From an optimization exercise on the open Yosys and OpenROAD flow, aimed at small area, a short achievable clock period and few clock cycles; shortcuts taken in it are not production practice. No functional check of the RTL was part of any run shown here.

### design/flow/config.mk
export PLATFORM = sky130hd
export DESIGN_NAME = bu_lane
export DESIGN_NICKNAME = bu_lane
export VERILOG_FILES = /design/flow/design.v
export SDC_FILE = /design/flow/constraint.sdc
export NUM_CORES = 4
export LEC_CHECK = 0
export CAP_MARGIN = 20
export CORE_MARGIN = 2
export CORE_UTILIZATION = 40
export PLACE_DENSITY = 0.6
export SLEW_MARGIN = 20
### design/flow/constraint.sdc
create_clock -name core_clock -period 25.0 [get_ports {clk}]
set_input_delay 5.0000 -clock core_clock [delete_from_list [all_inputs] [get_ports {clk}]]
set_output_delay 5.0000 -clock core_clock [all_outputs]
set_load 0.01 [all_outputs]
### design/flow/design.v
module fp32_add (
    input  wire [31:0] a,
    input  wire [31:0] b,
    input  wire        ext,
    output reg  [31:0] y,
    output wire [9:0]  x_exp,
    output wire        x_nan
);
    wire       sa = a[31];
    wire       sb = b[31];
    wire [7:0] ea = a[30:23];
    wire [7:0] eb = b[30:23];
    wire [22:0] fa = a[22:0];
    wire [22:0] fb = b[22:0];
    wire a_max = (ea == 8'hFF);
    wire b_max = (eb == 8'hFF);
    wire a_nan = a_max && (fa != 0);
    wire b_nan = b_max && (fb != 0);
    wire a_inf = a_max && (fa == 0);
    wire b_inf = b_max && (fb == 0);
    wire swap = (b[30:0] > a[30:0]);
    wire        s_l = swap ? sb : sa;
    wire [30:0] l   = swap ? b[30:0] : a[30:0];
    wire [30:0] s   = swap ? a[30:0] : b[30:0];
    wire        l_norm = (l[30:23] != 0);
    wire        s_norm = (s[30:23] != 0);
    wire [7:0]  el = {l[30:24], l[23] | ~l_norm};
    wire [7:0]  es = {s[30:24], s[23] | ~s_norm};
    wire [23:0] ml = {l_norm, l[22:0]};
    wire [23:0] ms = {s_norm, s[22:0]};
    wire [7:0]  d = el - es;
    wire        far = (d > 8'd26);
    wire [4:0]  dd  = far ? 5'd26 : d[4:0];
    wire [49:0] ms_wide = {ms, 26'b0} >> dd;
    wire [26:0] ms_al = far ? {26'b0, (ms != 0)} : {ms_wide[49:24], (ms_wide[23:0] != 0)};
    wire        sub = sa ^ sb;
    wire [27:0] sum = sub ? ({1'b0, ml, 3'b0} - {1'b0, ms_al})
                          : ({1'b0, ml, 3'b0} + {1'b0, ms_al});
    reg [4:0]  lz;
    integer    k;
    always @* begin
        lz = 5'd27;
        for (k = 0; k <= 26; k = k + 1)
            if (sum[k]) lz = 5'd26 - k[4:0];
    end
    reg  [26:0] nm;       
    reg  [9:0]  ne;       
    reg  [4:0]  sh;
    always @* begin
        if (sum[27]) begin
            sh = 5'd0;
            nm = {sum[27:2], (sum[1] | sum[0])};
            ne = {2'b0, el} + 10'd1;
        end else begin
            if (ext || ({5'b0, lz} < {2'b0, el}))
                sh = lz;
            else
                sh = el[4:0] - 5'd1;      
            nm = sum[26:0] << sh;
            ne = {2'b0, el} - {5'b0, sh};
        end
    end
    wire        hid      = nm[26];
    wire        round_up = nm[2] & (nm[1] | nm[0] | nm[3]);
    wire [9:0]  ef       = ext ? ne : (hid ? {2'b0, ne[7:0]} : 10'd0);
    wire [32:0] rounded  = {ef, nm[25:3]} + {32'b0, round_up};
    wire nan_out = a_nan || b_nan || (a_inf && b_inf && (sa != sb));
    wire zero    = (sum == 0);
    wire big     = (ne >= 10'd255) && !ne[9];
    always @* begin
        if (nan_out)
            y = 32'h7FC00000;
        else if (a_inf)
            y = {sa, 8'hFF, 23'b0};
        else if (b_inf)
            y = {sb, 8'hFF, 23'b0};
        else if (zero)
            y = {sa & sb, 31'b0};
        else if (big)
            y = {s_l, 8'hFF, 23'b0};
        else
            y = {s_l, rounded[30:0]};
    end
    assign x_nan = nan_out;
    assign x_exp = (a_max || b_max || big) ? 10'd255 :
                   zero ? 10'h200 : rounded[32:23];
endmodule
module fp32_mul (
    input  wire        a_sign,
    input  wire [9:0]  a_exp,
    input  wire [22:0] a_frac,
    input  wire        a_nan,
    input  wire        b_sign,
    input  wire [9:0]  b_exp,
    input  wire [23:0] b_sig,
    input  wire        b_nan,
    input  wire [15:0] mask,
    output reg  [15:0] idx,
    output reg         ovf
);
    wire sy = a_sign ^ b_sign;
    wire a_zero = a_exp[9] & ~a_exp[8];
    wire b_zero = b_exp[9] & ~b_exp[8];
    wire a_inf  = ~a_exp[9] & (a_exp[8] | (&a_exp[7:0]));
    wire b_inf  = ~b_exp[9] & (b_exp[8] | (&b_exp[7:0]));
    wire [47:0] p = {1'b1, a_frac} * b_sig;
    wire signed [11:0] t0 = $signed({{2{a_exp[9]}}, a_exp}) + $signed({{2{b_exp[9]}}, b_exp})
                            - 12'sd276;
    wire signed [11:0] t  = p[47] ? t0 : t0 - 12'sd1;
    wire [23:0] sig = p[47] ? p[47:24] : p[46:23];
    wire        g   = p[47] ? p[23] : p[22];
    wire        st  = p[47] ? (p[22:0] != 0) : (p[21:0] != 0);
    wire [24:0] sig_r = {1'b0, sig} + {24'b0, g & (st | sig[0])};
    wire big   = (t > 12'sd7) || (t == 12'sd7 && sig_r[24]);
    wire exact = (t == 12'sd8 && sig_r == 25'h0800000) || (t == 12'sd7 && sig_r[24]);
    wire signed [11:0] rsh = 12'sd7 - t;
    wire [31:0] w  = {sig_r, 7'b0} >> rsh[4:0];
    wire [15:0] mag = (rsh > 12'sd31) ? 16'd0 : w[15:0];
    always @* begin
        if (a_nan || b_nan || (a_inf && b_zero) || (b_inf && a_zero)) begin
            idx = 16'd0;
            ovf = 1'b1;
        end else if (a_inf || b_inf) begin
            idx = sy ? 16'd0 : mask;
            ovf = 1'b1;
        end else if (a_zero || b_zero) begin
            idx = 16'd0;
            ovf = 1'b0;
        end else if (big) begin
            idx = sy ? 16'd0 : mask;
            ovf = !(sy && exact);
        end else begin
            idx = (sy ? (16'd0 - mag) : mag) & mask;
            ovf = 1'b0;
        end
    end
endmodule
module bu_lane (
    input  wire        clk,
    input  wire        rst,
    input  wire        half,
    input  wire [4:0]  cfg_log2n,
    input  wire [10:0] cfg_pixel_size,
    input  wire [15:0] cfg_curve_count,
    input  wire [9:0]  cfg_iter_count,
    input  wire [3:0]  cfg_red_shift,
    input  wire [31:0] cfg_idx_scale,
    input  wire [31:0] cfg_da1,
    input  wire [31:0] cfg_da2,
    input  wire [31:0] cfg_a1_start,
    input  wire [31:0] cfg_a2_start,
    input  wire        start,
    input  wire [31:0] time_in,
    output wire        busy,
    output reg         lut_rd,
    output reg  [16:0] lut_addr,
    input  wire [31:0] lut_data,
    output reg         smp_valid,
    input  wire        smp_ready,
    output reg  [31:0] smp_x,
    output reg  [31:0] smp_y,
    output reg  [5:0]  smp_colour,
    output wire        smp_in_range,
    output wire [9:0]  smp_row,
    output wire [9:0]  smp_col,
    output reg         smp_num
);
    localparam [3:0] S_IDLE  = 4'd0,
                     S_INIT1 = 4'd1,
                     S_INIT2 = 4'd2,
                     S_P0    = 4'd3,
                     S_P1    = 4'd4,
                     S_P2    = 4'd5,
                     S_P3    = 4'd6,
                     S_P4    = 4'd7,
                     S_P5    = 4'd8,
                     S_DRAIN = 4'd9;
    reg [3:0]  state;
    reg        first;       
    reg        tail;        
    reg        held;        
    reg [10:0] pixel_size;
    reg [9:0]  sc_exp;
    reg [23:0] sc_sig;
    reg        sc_sign, sc_nan;
    reg [31:0] a1, a2;
    reg [15:0] i;
    reg [9:0]  j;           
    reg [31:0] s;
    reg [9:0]  s_exp;
    reg        s_nan;
    reg [31:0] da2r;        
    reg        ovf;
    assign busy = (state != S_IDLE);
    wire [15:0] half_hi = half ? cfg_curve_count : {1'b0, cfg_curve_count[15:1]};
    function [31:0] u2f_half;
        input [10:0] n;
        integer b;
        reg [3:0] msb;
        reg [22:0] frac;
        begin
            msb = 4'd0;
            for (b = 0; b < 11; b = b + 1)
                if (n[b]) msb = b[3:0];
            frac = {n, 12'b0} << (4'd11 - msb);
            if (n == 0)
                u2f_half = 32'd0;
            else
                u2f_half = {1'b0, 8'd126 + {4'd0, msb}, frac};
        end
    endfunction
    wire [31:0] centre  = u2f_half(pixel_size);
    wire [31:0] p_limit = (pixel_size == 0) ? 32'd0 : centre + 32'h00800000;
    reg  [31:0] add_a, add_b;
    reg         add_ext;
    wire [31:0] add_y;
    wire [9:0]  add_xe;
    wire        add_xnan;
    fp32_add u_add (.a(add_a), .b(add_b), .ext(add_ext), .y(add_y),
                    .x_exp(add_xe), .x_nan(add_xnan));
    always @* begin
        add_ext = 1'b0;
        case (state)
            S_INIT1: begin add_a = a1; add_b = cfg_a1_start; end
            S_INIT2: begin add_a = a2; add_b = cfg_a2_start; end
            S_P1: begin
                add_a = a1;
                add_b = tail ? cfg_da1 : (first ? centre : smp_x);
                add_ext = !tail;
            end
            S_P2: begin add_a = da2r; add_b = smp_y; end
            S_P3: begin
                add_a = a2;
                add_b = tail ? cfg_da2 : (first ? centre : smp_y);
                add_ext = !tail;
            end
            default: begin add_a = s; add_b = lut_data; end    
        endcase
    end
    wire [16:0] mask_w = (17'h1 << cfg_log2n) - 17'h1;
    wire [15:0] mask   = mask_w[15:0];
    wire [15:0] conv_idx;
    wire        conv_ovf;
    fp32_mul u_mul (.a_sign(s[31]), .a_exp(s_exp), .a_frac(s[22:0]), .a_nan(s_nan),
                    .b_sign(sc_sign), .b_exp(sc_exp), .b_sig(sc_sig), .b_nan(sc_nan),
                    .mask(mask), .idx(conv_idx), .ovf(conv_ovf));
    wire [16:0] quarter = 17'h1 << (cfg_log2n - 5'd2);
    function [9:0] ftrunc;
        input [31:0] v;
        reg [32:0] t;
        begin
            if (v[30:23] < 8'd127)
                ftrunc = 10'd0;
            else begin
                t = {9'd0, 1'b1, v[22:0]} >> (8'd150 - v[30:23]);
                ftrunc = t[9:0];
            end
        end
    endfunction
    function in_grid;
        input [31:0] v;
        input [31:0] lim;
        begin
            in_grid = (v[30:0] == 0) || (!v[31] && (v[30:0] < lim[30:0]));
        end
    endfunction
    assign smp_in_range = in_grid(smp_x, p_limit) && in_grid(smp_y, p_limit);
    assign smp_row = smp_in_range ? ftrunc(smp_y) : 10'd0;
    assign smp_col = smp_in_range ? ftrunc(smp_x) : 10'd0;
    wire [15:0] i_sh  = i >> cfg_red_shift;
    wire [1:0]  red   = i_sh[1:0];
    wire [1:0]  green = j[8:7];
    wire [2:0]  bsum  = 3'd7 - ({1'b0, red} + {1'b0, green});
    wire [1:0]  blue  = bsum[2:1];
    wire        i_last = ({1'b0, i} + 17'd4 >= {1'b0, half_hi});
    always @(posedge clk) begin
        if (rst) begin
            state     <= S_IDLE;
            lut_rd    <= 1'b0;
            smp_valid <= 1'b0;
        end else begin
            if (smp_valid && smp_ready)
                smp_valid <= 1'b0;
            if (!sc_sig[23]) begin
                sc_sig <= {sc_sig[22:0], 1'b0};
                sc_exp <= sc_exp - 10'd1;
            end
            case (state)
                S_IDLE: begin
                    if (start && cfg_curve_count != 0) begin
                        pixel_size <= cfg_pixel_size;
                        sc_sign    <= cfg_idx_scale[31];
                        sc_nan     <= (cfg_idx_scale[30:23] == 8'hFF) && (cfg_idx_scale[22:0] != 0);
                        if (cfg_idx_scale[30:23] == 8'hFF) begin
                            sc_exp <= 10'd255;
                            sc_sig <= 24'h800000;
                        end else if (cfg_idx_scale[30:0] == 0) begin
                            sc_exp <= 10'h200;
                            sc_sig <= 24'h800000;
                        end else if (cfg_idx_scale[30:23] == 8'h00) begin
                            sc_exp <= 10'd1;
                            sc_sig <= {1'b0, cfg_idx_scale[22:0]};
                        end else begin
                            sc_exp <= {2'b0, cfg_idx_scale[30:23]};
                            sc_sig <= {1'b1, cfg_idx_scale[22:0]};
                        end
                        i     <= half ? {1'b0, cfg_curve_count[15:1]} : 16'd0;
                        a1    <= time_in;
                        a2    <= time_in;
                        state <= S_INIT1;
                    end
                end
                S_INIT1: begin
                    a1    <= add_y;
                    state <= (cfg_iter_count == 0) ? S_IDLE : S_INIT2;
                end
                S_INIT2: begin
                    a2    <= add_y;
                    j     <= 10'd0;
                    first <= 1'b1;
                    tail  <= 1'b0;
                    held  <= 1'b0;
                    state <= S_P1;
                end
                S_P1: begin
                    if (tail) begin
                        a1 <= add_y;
                    end else begin
                        s     <= add_y;
                        s_exp <= add_xe;
                        s_nan <= add_xnan;
                    end
                    if (!first)
                        smp_y <= lut_data;                  
                    if (sc_sig[23])                          
                        state <= S_P2;
                end
                S_P2: begin
                    if (!tail) begin
                        lut_rd   <= 1'b1;
                        lut_addr <= {1'b0, conv_idx};
                        ovf      <= conv_ovf;
                    end
                    if (!first)
                        smp_y <= add_y;
                    state <= S_P3;
                end
                S_P3: begin
                    lut_addr <= lut_addr + quarter;
                    if (tail) begin
                        a2 <= add_y;
                    end else begin
                        s     <= add_y;
                        s_exp <= add_xe;
                        s_nan <= add_xnan;
                    end
                    if (!first) begin
                        smp_valid  <= 1'b1;
                        smp_colour <= {blue, green, red};
                        j          <= j + 10'd1;
                    end
                    if (tail) begin
                        i     <= i + 16'd4;
                        j     <= 10'd0;
                        first <= 1'b1;
                        tail  <= 1'b0;
                        state <= i_last ? S_DRAIN : S_P1;
                    end else
                        state <= S_P4;
                end
                S_P4: begin
                    lut_addr <= {1'b0, conv_idx};
                    ovf      <= ovf | conv_ovf;
                    s        <= lut_data;                   
                    state    <= S_P5;
                end
                S_P5: begin
                    if (!held)
                        da2r <= lut_data;                   
                    if (smp_valid && !smp_ready) begin
                        held <= 1'b1;
                    end else begin
                        held     <= 1'b0;
                        lut_addr <= lut_addr + quarter;
                        state    <= S_P0;
                    end
                end
                S_P0: begin
                    lut_rd  <= 1'b0;
                    smp_x   <= add_y;
                    smp_num <= ovf;
                    first   <= 1'b0;
                    tail    <= (j + 10'd1 == cfg_iter_count);
                    state   <= S_P1;
                end
                S_DRAIN: begin
                    if (!smp_valid || smp_ready)
                        state <= S_IDLE;
                end
                default: state <= S_IDLE;
            endcase
        end
    end
endmodule
### design/flow/run.sh
#!/bin/bash
# synth_recipe.tcl (not shown) runs the flow's synth.tcl, then flattens the netlist and writes it again
# the make line also repeats each setting of config.mk as NAME=value (left out here)
make -C /OpenROAD-flow-scripts/flow DESIGN_CONFIG=/design/flow/config.mk WORK_HOME=/design/flow/orfs CLKGATE_MAP_FILE= SYNTH_SCRIPT=/design/flow/synth_recipe.tcl finish
==> results of run 1 <==
[worst min path at each step]
| stage | startpoint | to | cells after the start |
|---|---|---|---|
| final | ovf | smp_num | 0 |
| after global routing | ovf | smp_num | 0 |
| after CTS | ovf | smp_num | 0 |
| after detailed placement | ovf | smp_num | 0 |
| after global placement | ovf | smp_num | 0 |
| after floorplan | ovf | smp_num | 0 |
[cells by family after synthesis]
group | Yosys count | share of synthesized area
AO/OA/AOI/OAI | 1702 | 0.205
adder cells (fa/ha/maj) | 859 | 0.256
flip-flops | 310 | 0.164
buffers and inverters | 1140 | 0.0783
XOR/XNOR | 220 | 0.0343
AND/OR/NAND/NOR | 2418 | 0.209
multiplexers | 261 | 0.0536
[cells in the mapped netlist (all sizes together), types with 49 or more instances]
cell type,number,area (um^2)
a211oi,66,505
a21o,67,503
a21oi,415,2100
a222oi,49,490
a31oi,73,469
and2,247,1550
and3,64,405
buf,95,489
clkbuf,318,1190
edfxtp,304,9130
fa,487,9750
ha,372,4650
inv,724,2720
mux2,56,631
mux2i,178,1780
nand2,887,3330
nand2b,72,458
nand3,165,841
nand4,77,482
nor2,474,1790
nor3,133,723
nor4,92,616
o211ai,59,458
o21ai,337,1710
o22ai,68,432
o31ai,57,428
xnor2,152,1340
xor2,68,596
[per-layer routing]
metal	global-route usage	share of wire
met2	0.523	0.44
met4	0.188	0.062
met1	0.433	0.39
met5	0	0.00047
met3	0.0794	0.10
[cell type report]
type | count | area, um^2 | share of cell area
sequential | 310 | 9250 | 0.140
antenna | 10 | 25.0 | 0.000379
clock inverter | 23 | 319 | 0.00484
clock buffer | 48 | 1010 | 0.0153
inverter | 727 | 2730 | 0.0414
multi-input combinational | 5460 | 42900 | 0.650
tap | 1876 | 2350 | 0.0356
timing repair buffer | 843 | 7380 | 0.112
[sequential cells by signal (all words and copies together) (netlist names), 4 cells and up]
name        cells
smp_colour      6
lut_addr       17
smp_x          32
s              32
sc_exp         10
j              10
s_exp          10
da2r           32
pixel_size     11
sc_sig         24
i              16
a1             32
a2             32
state           4
smp_y          32
[per-stage QoR]
stage	utilization	instances	hold WS, ns	setup WS (ns)
after CTS	0.472	9286	0.496	1.77
final	0.472	9297	0.485	1.52
after global routing	0.472	9292	0.498	0.185
after floorplan	-	6910	0.427	2.67
after detailed placement	0.462	9215	0.481	1.19
after global placement	0.462	9215	0.476	1.71
==> summary.md, run 1 <==
| Metric | Value |
|---|---|
| CP startpoint | `cfg_a2_start[9]` |
| Final Setup Violations | `0` |
| Critical path destination | `s[8]` |
| First-pass GRT wire length | `between 300 and 400 mm` |
| Initial antenna violation count | `23` |
| CP max stage cell | `a211oi_1` |
| Netlist cell types | `130` |
| Reg-to-Reg Start | `pixel_size[10]` |
| Ys flop type | `edfxtp_1` |
| Detailed Place HPWL | `194 mm` |
| RSZ-0062 raised after global routing | `false` |
| Clock latency on the worst-skew pair | `0.64 ns` |
| Vias in the first global route | `56,400` |
| Rel. slew slack | `0.243` |
| Hold Vio Cnt, Final | `0` |
| R2R Setup Slk | `~4.3 ns` |
| RR Endpoint | `s[8]` |
| Clock Path Buffers | `3` |
| Critical path depth in cells | `79` |
| Area delta synth->final | `17.1%` |
| Post-CTS resize count | `0` |
| Achievable clock frequency | `roughly 43 MHz` |
| Most common cell after layout, fill and taps aside | `nand2_1` |
| Die X | `379 um` |
| Placed instance area | `between 60,000 and 70,000 um^2` |
| Crit path time final | `around 23 ns` |
| Crit Path Max Fanout | `25` |
| WP data required | `25.45 ns` |
| Postcts setup bufs | `0` |
| Max-cap check violation count | `0` |
| Crit end category | `flip-flop` |
| Worst-Margin Slew | `~1.1 ns` |
| Seq/Total Area, Yosys | `0.164` |
| Gr usage total | `0.338` |
| IO Pins | `387` |
| Antenna Violating Nets Remaining | `0` |
| Hold Crit Class | `flip-flop to flip-flop` |
| Tcrit/Tclk final | `0.939` |
| CTS sink cnt | `310` |
| Status | `finished clean` |
| Die Ht | `379 um` |
| Worst Path Buf+Inv | `7` |
| CTS tree | `yes` |
| Root Buffer | `clkbuf_16` |
| Family with the most delay on the worst path | `compound AO/OA/AOI/OAI gates` |
| Port Buffer Count | `slightly below 400` |
| Largest net degree at the start of global routing | `70` |
| Hold_buf cts | `0` |
| Row cnt | `137` |
| Die area | `144,000 um^2` |
| Drt pass-1 iters | `10` |
| Fin Clk Skew | `0.0550 ns` |
| Core footprint | `around 140,000 um^2` |
| Post-route cell area | `~66,000 um^2` |
| Via total after detailed routing | `roughly 57,000` |
| EDFF count, synth | `304` |
| #FFs+latches synth | `310` |
| Ys async rst share | `0` |
| DRT iter0 DRCs | `approximately 6,600` |
| Starting Density | `0.403` |
| Final GP Congestion | `around 1` |
| Filler Cell Count | `between 10,000 and 15,000` |
| Final wirelength | `248 mm` |
| WL/cell | `~27 um` |
| Mapped Area | `56,300 um^2` |
| Most frequent cells in the layout | `nand2_1, inv_1, fa_1` |
| Setup_tns | `0 ns` |
| DRC Markers | `0` |
| Arrival time at the worst endpoint | `23.93 ns` |
| Synth warn | `3` |
| Worst R2R Path Depth | `between 80 and 90` |
| Cells after synthesis | `6,910` |
| Crit path kind | `primary input to flip-flop` |
| Average cell area after synthesis | `between 8 and 9 um^2` |
| H-tree Lvls | `2` |
| Layout cells sized above 1 | `0.101` |
| Cell mode on critical path | `o21ai_0` |
| Clock transition at the registers of the reported paths | `around 0.06 ns` |
| Grt total ovfl | `0` |
| Final Max Tran Viols | `0` |
| CTS Buf Count | `39` |
| # nets final | `around 8,500` |
| Via-to-Cell Ratio | `6.18` |
| Worst Setup Start Kind | `primary input` |
| Synth Net Count | `between 8,000 and 9,000` |
| Peak per-stage delay on the critical path | `0.96 ns` |
==> inputs of run 2 (changes only) <==
--- a/design/flow/config.mk
+++ b/design/flow/config.mk
@@ -7,2 +7,3 @@
 export LEC_CHECK = 0
+export ABC_AREA = 1
 export CAP_MARGIN = 20
==> summary.md, run 2 <==
| Metric | Value |
|---|---|
| Worst-Margin Slew | `1.21 ns (was 1.13 ns)` |
| Simple-Gate Fraction of Synth Area | `0.283 (was 0.209)` |
| Port Buffer Count | `386 (unchanged)` |
| Via total after detailed routing | `55,900 (was 57,400)` |
| Share of the synthesized area in the top cell type | `0.179 (was 0.173)` |
| Tcrit/Tclk final | `0.890 (was 0.939)` |
| Ys async rst share | `0 (unchanged)` |
| #FFs+latches synth | `310 (unchanged)` |
| Family with the most delay on the worst path | `compound AO/OA/AOI/OAI gates (unchanged)` |
| Hold Crit Class | `flip-flop to flip-flop (unchanged)` |
| Arrival time at the worst endpoint | `22.53 ns (was 23.93 ns)` |
| Most common cell after layout, fill and taps aside | `nand2_1 (unchanged)` |
| Post-CTS resize count | `0 (unchanged)` |
| H-tree Lvls | `2 (unchanged)` |
| CP max stage cell | `a31oi_1 (was a211oi_1)` |
| Area delta synth->final | `12.6% (was 17.1%)` |
| Placed instance area | `60,000 um^2 (was 64,600 um^2)` |
| Fin Clk Skew | `0.0391 ns (was 0.0550 ns)` |
| CTS sink cnt | `310 (unchanged)` |
| Register area | `9250 um^2 (unchanged)` |
| Final Setup Violations | `0 (unchanged)` |
| Die Ht | `373 um (was 379 um)` |
| Cell mode on critical path | `nand2_1 (was o21ai_0)` |
| DRT iter0 DRCs | `5,806 (was 6,585)` |
| Crit path time final | `22.25 ns (was 23.48 ns)` |
| EDFF count, synth | `304 (unchanged)` |
| Average cell area after synthesis | `6.84 um^2 (was 8.15 um^2)` |
| Multi-input gate area | `38,700 um^2 (was 42,900 um^2)` |
| Detailed Place HPWL | `182 mm (was 194 mm)` |
| Largest family of logic cells by synthesized area | `simple AND/OR/NAND/NOR gates (was adder cells)` |
| Starting Density | `0.403 (about the same)` |
| Die X | `373 um (was 379 um)` |
| Crit Path Max Fanout | `61 (was 25)` |
| CTS Buf Count | `41 (was 39)` |
| Pre-CTS setup slack | `2.59 ns (was 1.19 ns)` |
| Most common cell in the netlist | `nand2_1 (unchanged)` |
| Clock Path Buffers | `3 (unchanged)` |
| Area leader, netlist | `fa_1 (unchanged)` |
| Synth cell count leaders | `nand2_1, inv_1, nand3_1, o21ai_0, fa_1 (was nand2_1, inv_1, fa_1, nor2_1, a21oi_1)` |
| Min Hold Slack | `0.454 ns (was 0.485 ns)` |
| Post-Synth XOR/XNOR Area | `0.0277 (was 0.0343)` |
| First-pass GRT wire length | `344 mm (was 364 mm)` |
| Clock transition at the registers of the reported paths | `0.07 ns (was 0.06 ns)` |
| Cells after synthesis | `7,961 (was 6,910)` |
| Most frequent cells in the layout | `nand2_1, inv_1, nand3_1 (was nand2_1, inv_1, fa_1)` |
| Synth warn | `3 (unchanged)` |
| Via-to-Cell Ratio | `5.62 (was 6.18)` |
| Crit end category | `flip-flop (unchanged)` |
| Peak per-stage delay on the critical path | `0.88 ns (was 0.96 ns)` |
| Post-route cell area | `61,400 um^2 (was 66,000 um^2)` |
| Post-Synth Adder-Cell Area | `0.264 (was 0.256)` |
| Gr usage total | `0.326 (was 0.338)` |
| Filler Cell Count | `14,100 (was 13,700)` |
| Initial antenna violation count | `24 (was 23)` |
| Rel. slew slack | `0.190 (was 0.243)` |
| Final GP Congestion | `1.01 (was 0.999)` |
| Netlist cell types | `83 (was 130)` |
| Status | `finished clean (unchanged)` |
| Area contributors post-synth | `fa_1, edfxtp_1, nand2_1 (was fa_1, edfxtp_1, ha_1)` |
| Root Buffer | `clkbuf_16 (unchanged)` |
| Crit path kind | `primary input to flip-flop (unchanged)` |
| WL/cell | `23.4 um (was 26.7 um)` |
| Seq/Total Area, Yosys | `0.170 (was 0.164)` |
| Row cnt | `135 (was 137)` |
| Ys flop type | `edfxtp_1 (unchanged)` |
| Die area | `139,000 um^2 (was 144,000 um^2)` |
| Max-cap check violation count | `0 (unchanged)` |
| Largest net degree at the start of global routing | `62 (was 70)` |
| Grt total ovfl | `0 (unchanged)` |
| Mux cell area share after synthesis | `0.00386 (was 0.0536)` |
| RSZ-0062 raised after global routing | `false (unchanged)` |
| Post-synthesis compound-gate area fraction | `0.129 (was 0.205)` |
| CTS tree | `yes (unchanged)` |
| Vias in the first global route | `53,900 (was 56,400)` |
| Drt pass-1 iters | `8 (was 10)` |
| Synth Net Count | `9,095 (was 8,044)` |
| Mapped Area | `54,500 um^2 (was 56,300 um^2)` |
| DRC Markers | `0 (unchanged)` |
| IO Pins | `387 (unchanged)` |
| # nets final | `9,252 (was 8,515)` |
| Final wirelength | `233 mm (was 248 mm)` |
| Postcts setup bufs | `0 (unchanged)` |
| WP data required | `25.27 ns (was 25.45 ns)` |
| Clock latency on the worst-skew pair | `0.64 ns (about the same)` |
| Core footprint | `135,000 um^2 (was 140,000 um^2)` |
| Final Max Tran Viols | `0 (unchanged)` |
| Worst Setup Start Kind | `primary input (unchanged)` |
| Fin worst setup slack | `2.75 ns (was 1.52 ns)` |
| Hold_buf cts | `0 (unchanged)` |
| Achievable clock frequency | `44.9 MHz (was 42.6 MHz)` |
| Layout cells sized above 1 | `0.0431 (was 0.101)` |
| Hold Vio Cnt, Final | `0 (unchanged)` |
| Worst Path Buf+Inv | `15 (was 7)` |
| Antenna Violating Nets Remaining | `0 (unchanged)` |
| Setup_tns | `0 ns (unchanged)` |
==> run 2: changes by cell type after synthesis, moves of 61 or more <==
cell,previous run,this run
nand2_1,885,2253
inv_1,718,1294
nand3_1,162,619
o21ai_0,303,549
and2_1,245,17
mux2i_1,178,21
xnor2_1,151,38
a21oi_1,410,329
nand2b_1,71,1
nor3_1,124,58
and3_1,63,2
xor2_1,68,129
==> run 2: metrics by stage <==
| stage | utilization | cells |
|---|---|---|
| 2_1_floorplan | - | 7961 |
| 6_report | 0.454 | 9943 |
| 5_1_grt | 0.454 | 9942 |
| 4_1_cts | 0.453 | 9927 |
| 3_3_place_gp | 0.443 | 9854 |
| 3_5_place_dp | 0.443 | 9855 |
==> run 2: per-layer routing <==
metal  GRT usage  vias to the layer above  routed length, um
li1            -                    25900                  -
met1       0.426                    26800              94400
met2       0.525                     2659             106000
met3      0.0529                      485              20400
met4       0.155                        8              12300
met5           0                        -                 49
==> run 2: worst paths after layout <==
path	startpoint	end	slack, ns	cells after the start
setup / recovery	cfg_a1_start[16]	smp_x[13]	2.75	95
hold / removal	ovf	smp_num	0.45	0
setup reg to reg	state[1]	smp_x[13]	4.99	104
hold reg to reg	ovf	smp_num	0.45	0
==> run 2: cells by family (layout without fill, tap and decap cells) <==
kind of cell               Yosys count  after routing
muxes                               21             21
buffers and inverters             1727           1913
and+or+nand+nor                   3653           3653
AOI/OAI and AO/OA                 1221           1221
xor gates and xnor gates           170            170
other                                0             15
adders and majority gates          859            859
DFF                                310            310
==> run 2: cell type report <==
| type | count | area share |
|---|---|---|
| multi-input cells | 5924 | 0.631 |
| clock inverters | 25 | 0.00428 |
| repair buffers | 502 | 0.0772 |
| diodes | 15 | 0.000612 |
| well taps | 1781 | 0.0363 |
| inverters | 1339 | 0.0819 |
| flip-flops and latches | 310 | 0.151 |
| clock buffers | 47 | 0.0178 |
==> run 2: worst reg2reg max path, delay by kind of cell (launching register included) <==
family,cells,cell delay (ns)
adder cells (fa/ha/maj),6,1.95
flip-flops,1,0.47
AO/OA/AOI/OAI,27,6.35
XOR/XNOR,2,0.57
buffers and inverters,19,4.29
AND/OR/NAND/NOR,50,6.04

what the ideal ports hide:
Ports are ideal in the flow. The routed layouts listed here were re-timed in OpenROAD.
Step 1 sets driving cells, clkbuf_16 on the clock port and buf_2 on the other inputs (assumed; they add their load-dependent delay and slew).
Step 2 also shifts input and output timing later by t, the mid clock arrival at the registers, as if the neighbouring blocks saw the same clock.
Slacks: no drivers / after step 1 / after step 2; pairs: no drivers / after step 1.
run | shift t [ns] | setup slack, ns | cell pins on the clock port's net
run 1 | 0.682 | 1.516 / 1.563 / 0.881 | 1
run 2 | 0.702 | 2.748 / 2.810 / 2.109 | 1
After both steps every run listed still meets setup and hold. For run 2, which loses most, drivers alone change the setup slack by +0.062 ns; drivers and shift together by -0.639 ns.
